Context: an optimization exercise on an open-source flow, tuned for small area, a short achievable clock period and few clock cycles per item. The choices shown serve that exercise and are no tape-out recipe. In this exercise RTL edits were held to simulation tests only and were not proved equivalent to the original.

==> flow/design.v, too long to show whole: its modules and the start of the top module <==
// module fp64_mul: 103 lines
// module mul53_cs: 2861 lines
// module fp64_add: 137 lines
// module add_pfx: 26 lines
// module lzc64: 43 lines
// module cplx_alu: 103 lines
module cplx_alu (
    input  wire         clk,
    input  wire         rst,
    input  wire         in_valid,
    output wire         in_ready,
    input  wire [1:0]   op,
    input  wire [127:0] a,
    input  wire [127:0] b,
    input  wire [127:0] c,
    output wire         out_valid,
    output wire [127:0] y
);
  // ...
==> flow/flow/run.sh <==
#!/bin/bash
# Own layout flow: the standard layout (standard.sh), except that the
# synthesis maps the combinational logic with the ABC script in this folder
# (an area-oriented mapping) in place of ORFS's abc_speed/abc_area script.
# Everything else -- the synthesis script synth_recipe.tcl, registers, names,
# floorplan, power grid, placement, clock tree, routing -- is standard.sh's.
set -euo pipefail
W=$PWD
F=$W/flow

cat > "$W/own_synth.tcl" <<EOS
# synth_recipe.tcl with Yosys's abc command given this flow's ABC script
proc abc {args} {
  set i [lsearch -exact \$args -script]
  if { \$i >= 0 } {
    set args [lreplace \$args [expr {\$i + 1}] [expr {\$i + 1}] {$F/abc.script}]
  }
  yosys abc {*}\$args
}
source {$W/synth_recipe.tcl}
EOS

bash "$W/standard.sh" "SYNTH_SCRIPT=$W/own_synth.tcl" synth > "$W/synth.log" 2>&1
bash "$W/standard.sh" > "$W/layout.log" 2>&1
==> flow/flow/abc.script <==
strash
&get -n
&dch -f
&nf
&put
==> flow/standard.sh <==
#!/bin/bash
# synth_recipe.tcl (not shown) runs the flow's synth.tcl, then flattens the netlist and writes it again
# the make line also repeats each setting of config.mk as NAME=value (left out here)
make -C /OpenROAD-flow-scripts/flow DESIGN_CONFIG=/design/flow/config.mk WORK_HOME=/design/flow/orfs CLKGATE_MAP_FILE= SYNTH_SCRIPT=/design/flow/synth_recipe.tcl "${@:-finish}"
==> flow/config.mk <==
export PLATFORM = sky130hd
export DESIGN_NAME = cplx_alu
export DESIGN_NICKNAME = cplx_alu
export VERILOG_FILES = /design/flow/design.v
export SDC_FILE = /design/flow/constraint.sdc
export NUM_CORES = 8
export LEC_CHECK = 0
export CAP_MARGIN = 20
export CORE_MARGIN = 2
export CORE_UTILIZATION = 50
export SETUP_SLACK_MARGIN = 1.0
export SLEW_MARGIN = 20
==> flow/constraint.sdc <==
create_clock -name core_clock -period 26.0 [get_ports {clk}]
set_input_delay 5.2000 -clock core_clock [delete_from_list [all_inputs] [get_ports {clk}]]
set_output_delay 5.2000 -clock core_clock [all_outputs]
set_load 0.01 [all_outputs]
==> flow_metrics.env, run 1 <==
export IMPL_r2r_slack_ns=17.31
export IMPL_area_growth_pct=11.1
export IMPL_rr_startpoint="ncadd4"
export IMPL_non_clock_inverter_count=3912
export IMPL_grt_pass1_vias=392926
export IMPL_fin_skew_ns=0.144
export IMPL_final_util_pct=55.7
export IMPL_place_ws_ns=17.81
export IMPL_via_per_inst=7.07
export IMPL_ios=519
export IMPL_status="no timing/DRC/antenna violations"
export IMPL_layout_nonclk_buf_share_pct=3.11
export IMPL_path_cells="buf_4 -> buf_4 -> buf_4 -> nand2_1 -> inv_2 -> buf_4 -> xnor2_1 -> fa_1 -> fa_1 -> fa_1 -> fa_1 -> clkinv_1 -> fa_1 -> clkinv_1 -> fa_1 -> clkinv_1 -> fa_1"
export IMPL_drt_iter0_drc=58988
export IMPL_grt_pass1_wl_mm=2860
export IMPL_io_buffers=518
export IMPL_wl_met1_mm=709
export IMPL_dpl_instance_area_sq_mm=0.450
export IMPL_placementRows=336
export IMPL_slew_viol_final=0
export IMPL_ant_nets=0
export IMPL_fmax_mhz=115
export IMPL_clk_latency_ns=1.15
export IMPL_cpMostUsedCell="fa_1"
export IMPL_holdBufCountCts=0
export IMPL_post_cts_setup_buffers=0
export IMPL_synth_cell_types=78
export IMPL_synthAdderAreaFrac_pct=30.6
export IMPL_synthCells=41494
export IMPL_wl_met2_mm=820
export IMPL_grt_busiest_layer="met2"
export IMPL_synth_top_family_by_area="adder cells"
export IMPL_die_area_sq_mm=0.846
Testbench counts, summed over its fixed seeds: cycles 3,280, items 3,200.
==> module fp64_mul, before the edit <==
module fp64_mul (
    input  wire        clk,
    input  wire        xs,
    input  wire [11:0] xe,
    input  wire [52:0] xm,
    input  wire        ys,
    input  wire [11:0] ye,
    input  wire [52:0] ym,
    input  wire        yone,
    output reg  [63:0] y
);
    wire x_zero = (xm == 53'd0);
    wire y_zero = !yone & (ym == 53'd0);
    wire x_spec = (xe == 12'd2047);
    wire y_spec = !yone & (ye == 12'd2047);
    wire x_nan  = x_spec & (xm[51:0] != 52'd0);
    wire y_nan  = y_spec & (ym[51:0] != 52'd0);
    wire x_inf  = x_spec & (xm[51:0] == 52'd0);
    wire y_inf  = y_spec & (ym[51:0] == 52'd0);
    wire [105:0] r0, r1;
    mul53_cs u_cs (.x(xm), .y(ym), .yone(yone), .r0(r0), .r1(r1));
    wire [12:0] ex13 = {xe[11], xe};
    wire [12:0] ey13 = yone ? 13'd1023 : {ye[11], ye};
    wire [12:0] ek   = 13'h1c01;                      
    wire [12:0] cs_s = ex13 ^ ey13 ^ ek;
    wire [12:0] cs_c = {(ex13[11:0] & ey13[11:0]) | (ek[11:0] & (ex13[11:0] ^ ey13[11:0])), 1'b0};
    wire [12:0] er0_u;
    wire        er0_co;
    add_pfx #(13) u_er (.a(cs_s), .b(cs_c), .ci(1'b0), .s(er0_u), .co(er0_co));
    wire signed [12:0] er0 = er0_u;
    wire signed [12:0] dsh_full = 13'sd1 - er0;
    wire [25:0] l1_s;
    wire        l1_c;
    add_pfx #(26) u_l1 (.a(r0[25:0]), .b(r1[25:0]), .ci(1'b0), .s(l1_s), .co(l1_c));
    wire        l1_nz = ((r0[25:0] ^ r1[25:0]) != {r0[24:0] | r1[24:0], 1'b0});
    reg  [105:26] b_r0, b_r1;
    reg          b_c26, b_nz26;
    reg          b_s, b_nan, b_inf, b_zero, b_tiny, b_ovf0, b_ovf1;
    reg  [5:0]   b_dsh;
    reg  [10:0]  b_e0;
    always @(posedge clk) begin
        b_r0   <= r0[105:26];
        b_r1   <= r1[105:26];
        b_c26  <= l1_c;
        b_nz26 <= l1_nz;
        b_s    <= xs ^ ys;
        b_nan  <= x_nan | y_nan | (x_inf & y_zero) | (x_zero & y_inf);
        b_inf  <= x_inf | y_inf;
        b_zero <= x_zero | y_zero;
        b_tiny <= (er0 < 13'sd1);
        b_dsh  <= (er0 < -13'sd62) ? 6'd63 : dsh_full[5:0];
        b_e0   <= er0[10:0];
        b_ovf0 <= (er0 > 13'sd2046);
        b_ovf1 <= (er0 > 13'sd2045);
    end
    wire [24:0] lo_s;
    wire        lo_c;
    add_pfx #(25) u_lo (.a(b_r0[50:26]), .b(b_r1[50:26]), .ci(b_c26), .s(lo_s), .co(lo_c));
    wire        lo_st = b_nz26 |
                        ((b_r0[50:26] ^ b_r1[50:26]) != {b_r0[49:26] | b_r1[49:26], b_c26});
    wire [54:0] p;
    wire        p_co;
    add_pfx #(55) u_hi (.a(b_r0[105:51]), .b(b_r1[105:51]), .ci(lo_c), .s(p), .co(p_co));
    reg  [54:0]  c_p;
    reg          c_st, c_s, c_nan, c_inf, c_zero, c_tiny, c_ovf0, c_ovf1;
    reg  [5:0]   c_dsh;
    reg  [10:0]  c_e0, c_e1;
    always @(posedge clk) begin
        c_p    <= p;
        c_st   <= lo_st;
        c_s    <= b_s;
        c_nan  <= b_nan;
        c_inf  <= b_inf;
        c_zero <= b_zero;
        c_tiny <= b_tiny;
        c_dsh  <= b_dsh;
        c_e0   <= b_e0;
        c_e1   <= b_e0 + 11'd1;
        c_ovf0 <= b_ovf0;
        c_ovf1 <= b_ovf1;
    end
    wire [5:0]  sh = c_tiny ? c_dsh : {5'd0, c_p[54]};
    wire [54:0] q  = c_p >> sh;
    wire [54:0] lowmask = ~(55'h7fffffffffffff << sh);
    wire        st  = c_st | ((c_p & lowmask) != 55'd0);
    wire [52:0] m   = q[53:1];
    wire        g   = q[0];
    wire        rinc = g & (st | m[0]);
    wire [10:0] ef  = c_p[54] ? c_e1 : c_e0;
    wire [62:0] base = c_tiny ? {10'd0, m} : {ef, m[51:0]};
    wire [62:0] rounded = base + {62'd0, rinc};
    wire        ovf = !c_tiny & (c_p[54] ? c_ovf1 : c_ovf0);
    always @(posedge clk) begin
        if (c_nan)
            y <= 64'h7ff8000000000000;
        else if (c_inf || (ovf && !c_zero))
            y <= {c_s, 11'h7ff, 52'd0};
        else if (c_zero)
            y <= {c_s, 63'd0};
        else
            y <= {c_s, rounded};
    end
endmodule
==> module cplx_alu, before the edit <==
module cplx_alu (
    input  wire         clk,
    input  wire         rst,
    input  wire         in_valid,
    output wire         in_ready,
    input  wire [1:0]   op,
    input  wire [127:0] a,
    input  wire [127:0] b,
    input  wire [127:0] c,
    output wire         out_valid,
    output wire [127:0] y
);
    localparam OP_CADD = 2'd0;
    localparam OP_CMAC = 2'd2;
    reg         rdy;         
    reg         iv;          
    reg         cadd0, cadd1, cadd2, ncadd3, ncadd4;
    reg [127:0] c_q;
    reg         s_ar, s_ai, s_br, s_bi;
    reg [11:0]  e_ar, e_ai, e_br, e_bi;
    reg [52:0]  m_ar, m_ai, m_br, m_bi;
    function [11:0] in_exp(input [10:0] e);
        in_exp = {1'b0, e[10:1], e[0] | (e == 11'd0)};
    endfunction
    wire sub_in = (a[62:52] == 11'd0) | (a[126:116] == 11'd0) |
                  (b[62:52] == 11'd0) | (b[126:116] == 11'd0);
    wire done_ar = m_ar[52] | (m_ar == 53'd0);
    wire done_ai = m_ai[52] | (m_ai == 53'd0);
    wire done_br = m_br[52] | (m_br == 53'd0);
    wire done_bi = m_bi[52] | (m_bi == 53'd0);
    wire all_done = done_ar & done_ai & done_br & done_bi;
    wire issue = iv & all_done;
    always @(posedge clk) begin
        if (rst) begin
            rdy <= 1'b1;
            iv  <= 1'b0;
        end else if (rdy) begin
            iv  <= in_valid;
            rdy <= !(in_valid && sub_in);
        end else if (all_done) begin
            iv  <= 1'b0;
            rdy <= 1'b1;
        end
    end
    always @(posedge clk) begin
        if (rdy) begin
            cadd0  <= (op == OP_CADD);
            cadd1  <= (op == OP_CADD) & in_valid;
            cadd2  <= (op == OP_CADD) | !in_valid;
            ncadd3 <= (op != OP_CADD);
            ncadd4 <= (op != OP_CADD) | !in_valid;
            c_q    <= (op == OP_CMAC) ? c : {1'b1, 63'd0, 1'b1, 63'd0};
            s_ar <= a[63];   e_ar <= in_exp(a[62:52]);   m_ar <= {a[62:52] != 11'd0, a[51:0]};
            s_ai <= a[127];  e_ai <= in_exp(a[126:116]); m_ai <= {a[126:116] != 11'd0, a[115:64]};
            s_br <= b[63];   e_br <= in_exp(b[62:52]);   m_br <= {b[62:52] != 11'd0, b[51:0]};
            s_bi <= b[127];  e_bi <= in_exp(b[126:116]); m_bi <= {b[126:116] != 11'd0, b[115:64]};
        end else begin
            if (!done_ar) begin m_ar <= {m_ar[51:0], 1'b0}; e_ar <= e_ar - 12'd1; end
            if (!done_ai) begin m_ai <= {m_ai[51:0], 1'b0}; e_ai <= e_ai - 12'd1; end
            if (!done_br) begin m_br <= {m_br[51:0], 1'b0}; e_br <= e_br - 12'd1; end
            if (!done_bi) begin m_bi <= {m_bi[51:0], 1'b0}; e_bi <= e_bi - 12'd1; end
        end
    end
    wire [63:0] t0, t1, t2, t3;
    fp64_mul u_m0 (.clk(clk),
        .xs(s_ar), .xe(e_ar), .xm(m_ar),
        .ys(s_br & !cadd0), .ye(e_br), .ym(m_br), .yone(cadd0),
        .y(t0));
    fp64_mul u_m1 (.clk(clk),
        .xs(cadd1 ? s_br : s_ai), .xe(cadd1 ? e_br : e_ai), .xm(cadd1 ? m_br : m_ai),
        .ys(s_bi | !ncadd4), .ye(e_bi), .ym(m_bi), .yone(!ncadd4),
        .y(t1));
    fp64_mul u_m2 (.clk(clk),
        .xs(s_bi), .xe(e_bi), .xm(m_bi),
        .ys(s_ar & !cadd2), .ye(e_ar), .ym(m_ar), .yone(cadd2),
        .y(t2));
    fp64_mul u_m3 (.clk(clk),
        .xs(s_ai), .xe(e_ai), .xm(m_ai),
        .ys(s_br & ncadd3), .ye(e_br), .ym(m_br), .yone(!ncadd3),
        .y(t3));
    wire [63:0] pr, pi, yr, yi;
    fp64_add u_a0 (.clk(clk), .a(t0), .b({~t1[63], t1[62:0]}), .y(pr));
    fp64_add u_a1 (.clk(clk), .a(t2), .b(t3), .y(pi));
    reg [127:0] c_d1, c_d2, c_d3, c_d4, c_d5, c_d6;
    always @(posedge clk) begin
        c_d1 <= c_q;
        c_d2 <= c_d1;
        c_d3 <= c_d2;
        c_d4 <= c_d3;
        c_d5 <= c_d4;
        c_d6 <= c_d5;
    end
    fp64_add u_a2 (.clk(clk), .a(c_d6[63:0]),   .b(pr), .y(yr));
    fp64_add u_a3 (.clk(clk), .a(c_d6[127:64]), .b(pi), .y(yi));
    assign y = {yi, yr};
    reg [8:0] vld;
    always @(posedge clk) begin
        if (rst) vld <= 9'd0;
        else     vld <= {vld[7:0], issue};
    end
    assign out_valid = vld[8];
    assign in_ready  = rdy;
endmodule
==> run 2: changes to the inputs <==
--- a/flow/design.v
+++ b/flow/design.v
@@ -29,20 +29,20 @@
     add_pfx #(13) u_er (.a(cs_s), .b(cs_c), .ci(1'b0), .s(er0_u), .co(er0_co));
     wire signed [12:0] er0 = er0_u;
     wire signed [12:0] dsh_full = 13'sd1 - er0;
-    wire [25:0] l1_s;
+    wire [15:0] l1_s;
     wire        l1_c;
-    add_pfx #(26) u_l1 (.a(r0[25:0]), .b(r1[25:0]), .ci(1'b0), .s(l1_s), .co(l1_c));
-    wire        l1_nz = ((r0[25:0] ^ r1[25:0]) != {r0[24:0] | r1[24:0], 1'b0});
-    reg  [105:26] b_r0, b_r1;
-    reg          b_c26, b_nz26;
+    add_pfx #(16) u_l1 (.a(r0[15:0]), .b(r1[15:0]), .ci(1'b0), .s(l1_s), .co(l1_c));
+    wire        l1_nz = ((r0[15:0] ^ r1[15:0]) != {r0[14:0] | r1[14:0], 1'b0});
+    reg  [105:16] b_r0, b_r1;
+    reg          b_c16, b_nz16;
     reg          b_s, b_nan, b_inf, b_zero, b_tiny, b_ovf0, b_ovf1;
     reg  [5:0]   b_dsh;
     reg  [10:0]  b_e0;
     always @(posedge clk) begin
-        b_r0   <= r0[105:26];
-        b_r1   <= r1[105:26];
-        b_c26  <= l1_c;
-        b_nz26 <= l1_nz;
+        b_r0   <= r0[105:16];
+        b_r1   <= r1[105:16];
+        b_c16  <= l1_c;
+        b_nz16 <= l1_nz;
         b_s    <= xs ^ ys;
         b_nan  <= x_nan | y_nan | (x_inf & y_zero) | (x_zero & y_inf);
         b_inf  <= x_inf | y_inf;
@@ -53,18 +53,18 @@
         b_ovf0 <= (er0 > 13'sd2046);
         b_ovf1 <= (er0 > 13'sd2045);
     end
-    wire [24:0] lo_s;
+    wire [34:0] lo_s;
     wire        lo_c;
-    add_pfx #(25) u_lo (.a(b_r0[50:26]), .b(b_r1[50:26]), .ci(b_c26), .s(lo_s), .co(lo_c));
-    wire        lo_st = b_nz26 |
-                        ((b_r0[50:26] ^ b_r1[50:26]) != {b_r0[49:26] | b_r1[49:26], b_c26});
+    add_pfx #(35) u_lo (.a(b_r0[50:16]), .b(b_r1[50:16]), .ci(b_c16), .s(lo_s), .co(lo_c));
+    wire        lo_st = b_nz16 |
+                        ((b_r0[50:16] ^ b_r1[50:16]) != {b_r0[49:16] | b_r1[49:16], b_c16});
     wire [54:0] p;
     wire        p_co;
     add_pfx #(55) u_hi (.a(b_r0[105:51]), .b(b_r1[105:51]), .ci(lo_c), .s(p), .co(p_co));
     reg  [54:0]  c_p;
     reg          c_st, c_s, c_nan, c_inf, c_zero, c_tiny, c_ovf0, c_ovf1;
     reg  [5:0]   c_dsh;
-    reg  [10:0]  c_e0, c_e1;
+    reg  [10:0]  c_e0;
     always @(posedge clk) begin
         c_p    <= p;
         c_st   <= lo_st;
@@ -75,7 +75,6 @@
         c_tiny <= b_tiny;
         c_dsh  <= b_dsh;
         c_e0   <= b_e0;
-        c_e1   <= b_e0 + 11'd1;
         c_ovf0 <= b_ovf0;
         c_ovf1 <= b_ovf1;
     end
@@ -86,6 +85,7 @@
     wire [52:0] m   = q[53:1];
     wire        g   = q[0];
     wire        rinc = g & (st | m[0]);
+    wire [10:0] c_e1 = c_e0 + 11'd1;
     wire [10:0] ef  = c_p[54] ? c_e1 : c_e0;
     wire [62:0] base = c_tiny ? {10'd0, m} : {ef, m[51:0]};
     wire [62:0] rounded = base + {62'd0, rinc};
@@ -3183,6 +3183,7 @@
     localparam OP_CADD = 2'd0;
     localparam OP_CMAC = 2'd2;
     reg         rdy;         
+    reg         nrdy;        
     reg         iv;          
     reg         cadd0, cadd1, cadd2, ncadd3, ncadd4;
     reg [127:0] c_q;
@@ -3202,18 +3203,21 @@
     wire issue = iv & all_done;
     always @(posedge clk) begin
         if (rst) begin
-            rdy <= 1'b1;
-            iv  <= 1'b0;
-        end else if (rdy) begin
-            iv  <= in_valid;
-            rdy <= !(in_valid && sub_in);
+            rdy  <= 1'b1;
+            nrdy <= 1'b0;
+            iv   <= 1'b0;
+        end else if (!nrdy) begin
+            iv   <= in_valid;
+            rdy  <= !(in_valid && sub_in);
+            nrdy <= in_valid && sub_in;
         end else if (all_done) begin
-            iv  <= 1'b0;
-            rdy <= 1'b1;
+            iv   <= 1'b0;
+            rdy  <= 1'b1;
+            nrdy <= 1'b0;
         end
     end
     always @(posedge clk) begin
-        if (rdy) begin
+        if (!nrdy) begin
             cadd0  <= (op == OP_CADD);
             cadd1  <= (op == OP_CADD) & in_valid;
             cadd2  <= (op == OP_CADD) | !in_valid;
==> flow/flow/run.sh (replaced) <==
#!/bin/bash
set -euo pipefail
W=$PWD
F=$W/flow
R=$W/orfs/results/$FLOW_PLATFORM/cplx_alu/base

MARGIN=$(awk -v p="$FLOW_PERIOD_NS" 'BEGIN { printf "%.3f", p - 6.8 }')

bash "$W/standard.sh" "$R/1_2_yosys.v" > "$W/synth.log" 2>&1
python3 "$F/fainv.py" "$R/1_2_yosys.v" "$W/1_2_yosys_fainv.v" > "$W/fainv.log" 2>&1
cp "$W/1_2_yosys_fainv.v" "$R/1_2_yosys.v"
bash "$W/standard.sh" synth > "$W/synth_odb.log" 2>&1
bash "$W/standard.sh" floorplan place "BUFFER_PORTS_ARGS=-buffer_cell sky130_fd_sc_hd__buf_2" > "$W/place.log" 2>&1
bash "$W/standard.sh" "SETUP_SLACK_MARGIN=$MARGIN" MATCH_CELL_FOOTPRINT=0 > "$W/layout.log" 2>&1
==> flow/flow/fainv.py (new file) <==
#!/usr/bin/env python3
"""Remove inverters around full adders in a mapped sky130hd netlist.

A full adder is self-dual: FA(~a, ~b, ~c) = (~sum, ~cout). Each fa cell may
therefore be built on the complements of its inputs, giving the complements
of its outputs. This script picks, for every fa cell, the polarity that needs
the fewest inverters overall (local search), then rebuilds the inverters:
one per signal and needed polarity. Registers and all other cells are kept.

usage: fainv.py IN.v OUT.v
"""
import re
import sys
from collections import defaultdict

INV_RE = re.compile(r"^sky130_fd_sc_hd__(clk)?inv_\d+$")
FA_RE = re.compile(r"^sky130_fd_sc_hd__fa_\d+$")
# xor/xnor cells take either polarity of an input: swap xor for xnor
XSWAP = {"sky130_fd_sc_hd__xor2_1": ("sky130_fd_sc_hd__xnor2_1", "X", "Y"),
         "sky130_fd_sc_hd__xnor2_1": ("sky130_fd_sc_hd__xor2_1", "Y", "X"),
         "sky130_fd_sc_hd__xor3_1": ("sky130_fd_sc_hd__xnor3_1", "X", "X"),
         "sky130_fd_sc_hd__xnor3_1": ("sky130_fd_sc_hd__xor3_1", "X", "X")}
OUT_PINS = {"X", "Y", "Q", "Q_N", "SUM", "COUT", "HI", "LO"}

src = open(sys.argv[1]).read()
m = re.search(r"^module\s+(\S+)\s*\((.*?)\);\n", src, re.S | re.M)
head_end = m.end()
end = src.rindex("endmodule")
body = src[head_end:end]

# split the body into declarations and cell instances
decl_lines = []
insts = []   # [type, name, [(pin, net)], order]
inst_re = re.compile(r"^\s*(sky130_fd_sc_hd__\w+)\s+(\S+)\s*\((.*?)\);\s*$", re.S | re.M)
pos = 0
for im in inst_re.finditer(body):
    decl_lines.append(body[pos:im.start()])
    pins = [(p, n.strip()) for p, n in re.findall(r"\.(\w+)\(([^()]*)\)", im.group(3))]
    insts.append([im.group(1), im.group(2), pins])
    pos = im.end()
tail = body[pos:]
decls = "".join(decl_lines)
if re.search(r"^\s*assign\b", decls + tail, re.M):
    sys.exit("netlist has assign statements; not handled")

outputs = set()
for dm in re.finditer(r"^\s*output\s+(\[(\d+):(\d+)\]\s+)?(\S+)\s*;", decls, re.M):
    name = dm.group(4)
    if dm.group(1):
        hi, lo = int(dm.group(2)), int(dm.group(3))
        for i in range(min(hi, lo), max(hi, lo) + 1):
            outputs.add(f"{name}[{i}]")
    else:
        outputs.add(name)

driver = {}
for k, (typ, name, pins) in enumerate(insts):
    for p, n in pins:
        if p in OUT_PINS:
            driver[n] = (k, p)

is_inv = [bool(INV_RE.match(t)) for t, _, _ in insts]
is_fa = [bool(FA_RE.match(t)) for t, _, _ in insts]
is_x = [t in XSWAP for t, _, _ in insts]

# keep inverters that drive output ports (and everything feeding them stays)
keep_inv = set()
for k, (typ, name, pins) in enumerate(insts):
    if is_inv[k]:
        y = dict(pins)["Y"]
        if y in outputs:
            keep_inv.add(k)

def resolve(net):
    """(base net, inverted) following removable inverters"""
    inv = 0
    seen = 0
    while net in driver:
        k, p = driver[net]
        if is_inv[k] and k not in keep_inv:
            net = dict(insts[k][2])["A"]
            inv ^= 1
            seen += 1
            if seen > 100:
                sys.exit("inverter loop")
        else:
            break
    return net, inv

# loads: (inst index, pin) -> (base, inv); output ports too
loads = defaultdict(list)      # base -> list of [key, orig_inv]
load_of = {}
for k, (typ, name, pins) in enumerate(insts):
    if is_inv[k] and k not in keep_inv:
        continue
    for p, n in pins:
        if p in OUT_PINS:
            continue
        b, inv = resolve(n)
        loads[b].append(((k, p), inv))
        load_of[(k, p)] = (b, inv)
for o in outputs:
    if o in driver and is_inv[driver[o][0]] and driver[o][0] not in keep_inv:
        sys.exit("output driven by removable inverter")

pol = [0] * len(insts)   # 1: fa built on complemented signals

def native(b):
    if b in driver:
        k, p = driver[b]
        if is_fa[k]:
            return pol[k]
    return 0

def req(key, orig):
    k, p = key
    return orig ^ (pol[k] if is_fa[k] else 0)

def cost(b):
    nat = native(b)
    return 1 if any(not is_x[key[0]] and req(key, o) != nat for key, o in loads[b]) else 0

def fa_bases(k):
    bs = set()
    for p, n in insts[k][2]:
        if p in OUT_PINS:
            bs.add(n)
        else:
            bs.add(load_of[(k, p)][0])
    return bs

base_count0 = sum(cost(b) for b in list(loads))
fas = [k for k in range(len(insts)) if is_fa[k]]
improved = True
rounds = 0
while improved and rounds < 50:
    improved = False
    rounds += 1
    for k in fas:
        bs = fa_bases(k)
        before = sum(cost(b) for b in bs)
        pol[k] ^= 1
        after = sum(cost(b) for b in bs)
        if after < before:
            improved = True
        else:
            pol[k] ^= 1
base_count1 = sum(cost(b) for b in list(loads))

# rebuild
newnet_inv = {}
extra_decls = []
extra_insts = []
def net_for(b, want):
    nat = native(b)
    if want == nat:
        return b
    if b not in newnet_inv:
        nn = f"_fainv{len(newnet_inv)}_"
        newnet_inv[b] = nn
        extra_decls.append(f"  wire {nn};\n")
        extra_insts.append(f"  sky130_fd_sc_hd__clkinv_1 _fainv_i{len(extra_insts)}_ (\n    .A({esc(b)}),\n    .Y({nn})\n  );\n")
    return newnet_inv[b]

def esc(n):
    return n + " " if n.startswith("\\") else n

nswap = [0]
out_insts = []
for k, (typ, name, pins) in enumerate(insts):
    if is_inv[k] and k not in keep_inv:
        continue
    newpins = []
    parity = 0
    for p, n in pins:
        if p in OUT_PINS:
            newpins.append((p, n))
        elif is_x[k]:
            b, o = load_of[(k, p)]
            parity ^= o ^ native(b)
            newpins.append((p, b))
        else:
            b, o = load_of[(k, p)]
            newpins.append((p, net_for(b, req((k, p), o))))
    if is_x[k] and parity:
        typ, oldo, newo = XSWAP[typ][0], XSWAP[typ][1], XSWAP[typ][2]
        newpins = [(newo if p == oldo else p, n) for p, n in newpins]
        nswap[0] += 1
    pin_txt = ",\n".join(f"    .{p}({esc(n)})" for p, n in newpins)
    out_insts.append(f"  {typ} {name} (\n{pin_txt}\n  );\n")

out = src[:head_end] + decls + "".join(extra_decls) + "".join(out_insts) + "".join(extra_insts) + tail + src[end:]
open(sys.argv[2], "w").write(out)
ninv0 = sum(1 for k in range(len(insts)) if is_inv[k])
sys.stderr.write(f"xor/xnor swapped {nswap[0]}; fa cells {len(fas)}, flipped {sum(pol)}, inverters {ninv0} -> {len(extra_insts) + len(keep_inv)} "
                 f"(cost {base_count0} -> {base_count1}, {rounds} rounds)\n")
removed: flow/flow/abc.script
==> flow_metrics.env, run 2 <==
export IMPL_status="no timing/DRC/antenna violations"
export IMPL_cts_sinks=3677
export IMPL_worst_slew_pin_slew_ns=1.38
export IMPL_drt_iter0_drc=61089
export IMPL_ctsLongestPathBuffers=4
export IMPL_core_sq_mm=0.863
export IMPL_drc_errors=0
export IMPL_vias=393664
export IMPL_stdcell_count=55634
export IMPL_ant_nets=0
export IMPL_area_growth_pct=7.97
export IMPL_fmax_mhz=142
export IMPL_die_y_um=935
export IMPL_worstPathArrival_ns=8.04
export IMPL_cp_max_fo=29
export IMPL_n_fill_cell=77430
export IMPL_final_cell_area_sq_mm=0.467
export IMPL_antenna_found_initial=175
export IMPL_cp_start_kind="flop"
export IMPL_placementRows=341
export IMPL_final_util_pct=54.2
export IMPL_synth_nets=52799
export IMPL_grt_max_degree=150
export IMPL_ios=519
export IMPL_start_util_pct=50.2
export IMPL_h_tree_depth=5
export IMPL_fin_skew_ns=0.181
export IMPL_rsz0062_at_grt="true"
export IMPL_first_pass_iters=17
export IMPL_tns_ns=0
export IMPL_worstHoldPathType="flop to flop"
export IMPL_tritoncts="done"
export IMPL_routed_wl_mm=2170
export IMPL_worstSetupPathType="flop to flop"
export IMPL_finalHoldViolations=0
export IMPL_final_common_cell="xnor2_1"
export IMPL_final_cell_mix="xnor2_1, fa_1, a22oi_1"
export IMPL_post_dp_hpwl_mm=1490
export IMPL_slew_headroom_pct=7.36
export IMPL_via_per_inst=7.08
export IMPL_dpl_instance_area_sq_mm=0.448
export IMPL_clk_latency_ns=1.27
export IMPL_io_buffers=518
export IMPL_r2r_slack_ns=18.98
export IMPL_drv_cap=0
export IMPL_die_area_sq_mm=0.873
export IMPL_dp_cells=54474
export IMPL_place_gp_congestion=1.06
export IMPL_path_clk_slew_ns=0.06
export IMPL_slew_viol_final=0
export IMPL_grt_pass1_vias=391388
export IMPL_grt_pass1_wl_mm=3010
export IMPL_place_ws_ns=17.94
export IMPL_nNetsFinal=51063
export IMPL_ys_warn_count=9
export IMPL_routedWlPerCell_um=38.9
export IMPL_numCtsBuffers=427
export IMPL_hold_ws_ns=0.236
export IMPL_ctsRootBufferMaster="clkbuf_16"
export IMPL_die_w_um=935
export IMPL_end_kind="flop"
export IMPL_grt_ovfl_total=0
export IMPL_gr_usage_all_layers_pct=47.9
export IMPL_synth_area_sq_mm=0.433
export IMPL_period_minus_slack_ns=7.02
export IMPL_synth_avg_cell_area_sq_um=9.56
export IMPL_synthCells=45295
export IMPL_required_ns=27.01
export IMPL_drive_gt1_share_pct=11.2
export IMPL_fin_ws_ns=18.98
export IMPL_post_route_period_util_pct=27.0
export IMPL_setup_viol=0
[run 2: cell types whose count changed in the layout (fill, tap and decap cells not counted), moves of 240 or more]
cell	delta
clkdlybuf4s50_1	-518
nor4_1	-240
clkinv_1	-1082
and2_0	-261
buf_6	+270
and2_1	+319
buf_2	+465
nand2_1	+756
xnor2_1	+343
mux2_1	-507
a21oi_1	-293
mux2_2	+608
xor2_1	-489
[run 2: area by class of cell]
class	instances	area, sq um	share of cell area (%)
repair buffers	2013	16400	3.51
diodes	215	538	0.115
well taps	11490	14400	3.08
clock inverters	251	3070	0.657
inverters	2831	10700	2.29
flip-flops and latches	3677	77700	16.6
multi-input cells	34609	333000	71.2
clock buffers	548	11900	2.55
[run 2: final timing paths]
| kind | from | endpoint | depth (start not counted) |
|---|---|---|---|
| worst min-delay path | c_d5[58] | c_d6[58] | 0 |
| worst min register to register | c_d5[58] | c_d6[58] | 0 |
| worst max-delay path | m_ar[42] | u_m2.b_r0[67] | 13 |
| worst max register to register | m_ar[42] | u_m2.b_r0[67] | 13 |
[run 2: layer usage]
metal  share of wire [%]  vias to the layer above  GRT usage (%)  wire length [um]
met5                0.15                        -           2.46              3350
met4                  11                      145           38.2            231000
met3                  15                    10522           20.8            319000
met2                  40                    34456           68.0            874000
met1                  34                   194612           56.4            740000
li1                    -                   153929              -                 -
[run 2: repair_timing]
item | CTS | global route
setup endpoints to repair | 855 | 687
buffers inserted | 64 | 51
pin swaps | 12 | 8
gates resized for setup | 351 | 366
gates cloned | 24 | 4
hold buffers | 0 | 0
[run 2: critical path: stages (launching register included)]
cell,delay (ns)
edfxtp_1,0.75
buf_4,0.49
xnor2_2,0.38
nor2_4,0.80
buf_4,0.61
a22oi_1,0.21
xnor2_1,0.21
fa_1,0.57
fa_1,0.46
fa_1,0.54
fa_1,0.56
fa_1,0.52
fa_1,0.52
clkinv_1,0.16
Testbench counts of run 2, summed over its fixed seeds: cycles 3,280, items 3,200.
==> run 3: changes to the inputs <==
--- a/flow/flow/run.sh
+++ b/flow/flow/run.sh
@@ -4,7 +4,7 @@
 F=$W/flow
 R=$W/orfs/results/$FLOW_PLATFORM/cplx_alu/base
 
-MARGIN=$(awk -v p="$FLOW_PERIOD_NS" 'BEGIN { printf "%.3f", p - 6.8 }')
+MARGIN=$(awk -v p="$FLOW_PERIOD_NS" 'BEGIN { printf "%.3f", p - 6.6 }')
 
 bash "$W/standard.sh" "$R/1_2_yosys.v" > "$W/synth.log" 2>&1
 python3 "$F/fainv.py" "$R/1_2_yosys.v" "$W/1_2_yosys_fainv.v" > "$W/fainv.log" 2>&1
==> flow_metrics.env, run 3 <==
export IMPL_status="no timing/DRC/antenna violations"
export IMPL_placementRows=341
export IMPL_final_cell_mix="xnor2_1, fa_1, a22oi_1"
export IMPL_synthCells=45295
export IMPL_dpl_instance_area_sq_mm=0.448
export IMPL_routed_wl_mm=2170
export IMPL_holdBufCountCts=0
export IMPL_worstSetupPathType="flop to primary output"
export IMPL_first_pass_iters=14
export IMPL_synth_nets=52799
export IMPL_post_dp_hpwl_mm=1490
export IMPL_ant_nets=0
export IMPL_slew_viol_final=0
export IMPL_routedWlPerCell_um=38.9
export IMPL_setup_viol=0
export IMPL_ios=519
export IMPL_worstPathArrival_ns=1.66
export IMPL_die_y_um=935
export IMPL_grt_pass1_wl_mm=3010
export IMPL_fmax_mhz=146
export IMPL_clk_latency_ns=1.27
export IMPL_die_w_um=935
export IMPL_grt_ovfl_total=0
export IMPL_hold_ws_ns=0.235
export IMPL_period_minus_slack_ns=6.86
export IMPL_finalHoldViolations=0
export IMPL_required_ns=20.80
export IMPL_drive_gt1_share_pct=11.4
export IMPL_via_per_inst=7.09
export IMPL_fin_skew_ns=0.189
export IMPL_end_kind="primary output"
export IMPL_stdcell_count=55734
export IMPL_die_area_sq_mm=0.873
export IMPL_io_buffers=518
export IMPL_numCtsBuffers=427
export IMPL_drt_iter0_drc=61762
export IMPL_ctsRootBufferMaster="clkbuf_16"
export IMPL_core_sq_mm=0.863
export IMPL_cts_sinks=3677
export IMPL_gr_usage_all_layers_pct=48.0
export IMPL_area_growth_pct=8.47
export IMPL_path_cells="buf_6"
export IMPL_ys_warn_count=9
export IMPL_vias=394939
export IMPL_final_cell_area_sq_mm=0.470
export IMPL_worstHoldPathType="flop to flop"
export IMPL_tns_ns=0
export IMPL_final_util_pct=54.4
export IMPL_h_tree_depth=5
export IMPL_path_buf_inv=1
export IMPL_place_gp_congestion=1.06
export IMPL_cp_max_fo=1
export IMPL_grt_max_degree=150
export IMPL_critPathSlowestCell="dfxtp_4"
export IMPL_worst_slew_pin_slew_ns=1.44
export IMPL_place_ws_ns=17.94
export IMPL_tritoncts="done"
export IMPL_drc_errors=0
export IMPL_grt_pass1_vias=391972
export IMPL_critPathTopFamily="flip-flops"
export IMPL_rsz0062_at_grt="true"
export IMPL_post_route_period_util_pct=26.4
export IMPL_n_fill_cell=77230
export IMPL_ctsLongestPathBuffers=4
export IMPL_drv_cap=0
export IMPL_antenna_found_initial=174
export IMPL_max_stage_delay_ns=0.39
export IMPL_cp_start_kind="flop"
export IMPL_final_common_cell="xnor2_1"
export IMPL_path_clk_slew_ns=0.07
export IMPL_synth_avg_cell_area_sq_um=9.56
export IMPL_nNetsFinal=51136
export IMPL_dp_cells=54474
export IMPL_slew_headroom_pct=3.05
export IMPL_fin_ws_ns=19.14
export IMPL_start_util_pct=50.2
export IMPL_synth_area_sq_mm=0.433
==> run 3: repair_timing <==
action                                  in CTS  in global routing
endpoints found under the setup margin     982                793
setup buffers                               84                 92
gates cloned                                27                 13
pin swaps                                   13                 17
resized for setup                          578                537
==> run 3: area by class of cell <==
cell class	count	area [sq um]	share of cell area (%)
Multi-Input combinational cell	34615	333000	70.9
Clock buffer	548	11900	2.54
Antenna cell	242	606	0.129
Sequential cell	3677	77700	16.5
Clock inverter	251	3070	0.654
Timing Repair Buffer	2080	18100	3.86
Tap cell	11490	14400	3.06
Inverter	2831	10700	2.29
==> run 3: final timing paths <==
kind / startpoint / end / slack, ns / cells after the start
setup / recovery: u_a2.y[62] / y[62] / 19.14 / 1
setup reg to reg: m_ar[15] / u_m2.b_r0[47] / 19.19 / 14
hold reg to reg: c_d5[58] / c_d6[58] / 0.23 / 0
hold / removal: c_d5[58] / c_d6[58] / 0.23 / 0
==> run 3: metal layers <==
layer	vias to the layer above	GRT usage, %	share of wire (%)
met1	195062	56.4	34
met5	-	2.33	0.15
met4	142	38.3	11
met3	10750	20.9	15
met2	34857	68.0	40
li1	154128	-	-

## afterwards: timing with drivers on the ports
How much do the figures lean on ideal ports? The routed layouts below were timed once more, with nothing changed but the port constraints.
Step 1: set_driving_cell puts a clkbuf_16 on clk and a buf_2 on each other input, an assumption about the parent block.
Step 2, shift: input delay + t, output delay - t, t = (earliest + latest rising clock arrival at the registers) / 2. This alone moves slack from input paths to output paths.
a / b / c = ideal / step 1 / step 2; a / b = the first two.
run | t (ns) | slack for setup (ns) | hold WS [ns] | cell pins on the clock port's net
run 1 | 1.252 | 17.314 / 17.314 / 17.314 | 0.262 / 0.262 / 0.262 | 1
run 2 | 1.358 | 18.979 / 18.966 / 18.413 | 0.236 / 0.236 / 0.236 | 1
run 3 | 1.355 | 19.138 / 18.956 / 18.410 | 0.235 / 0.235 / 0.235 | 1
After both steps every run listed still meets setup and hold. For run 3, which loses most, drivers alone change the setup slack by -0.182 ns; drivers and shift together by -0.728 ns.
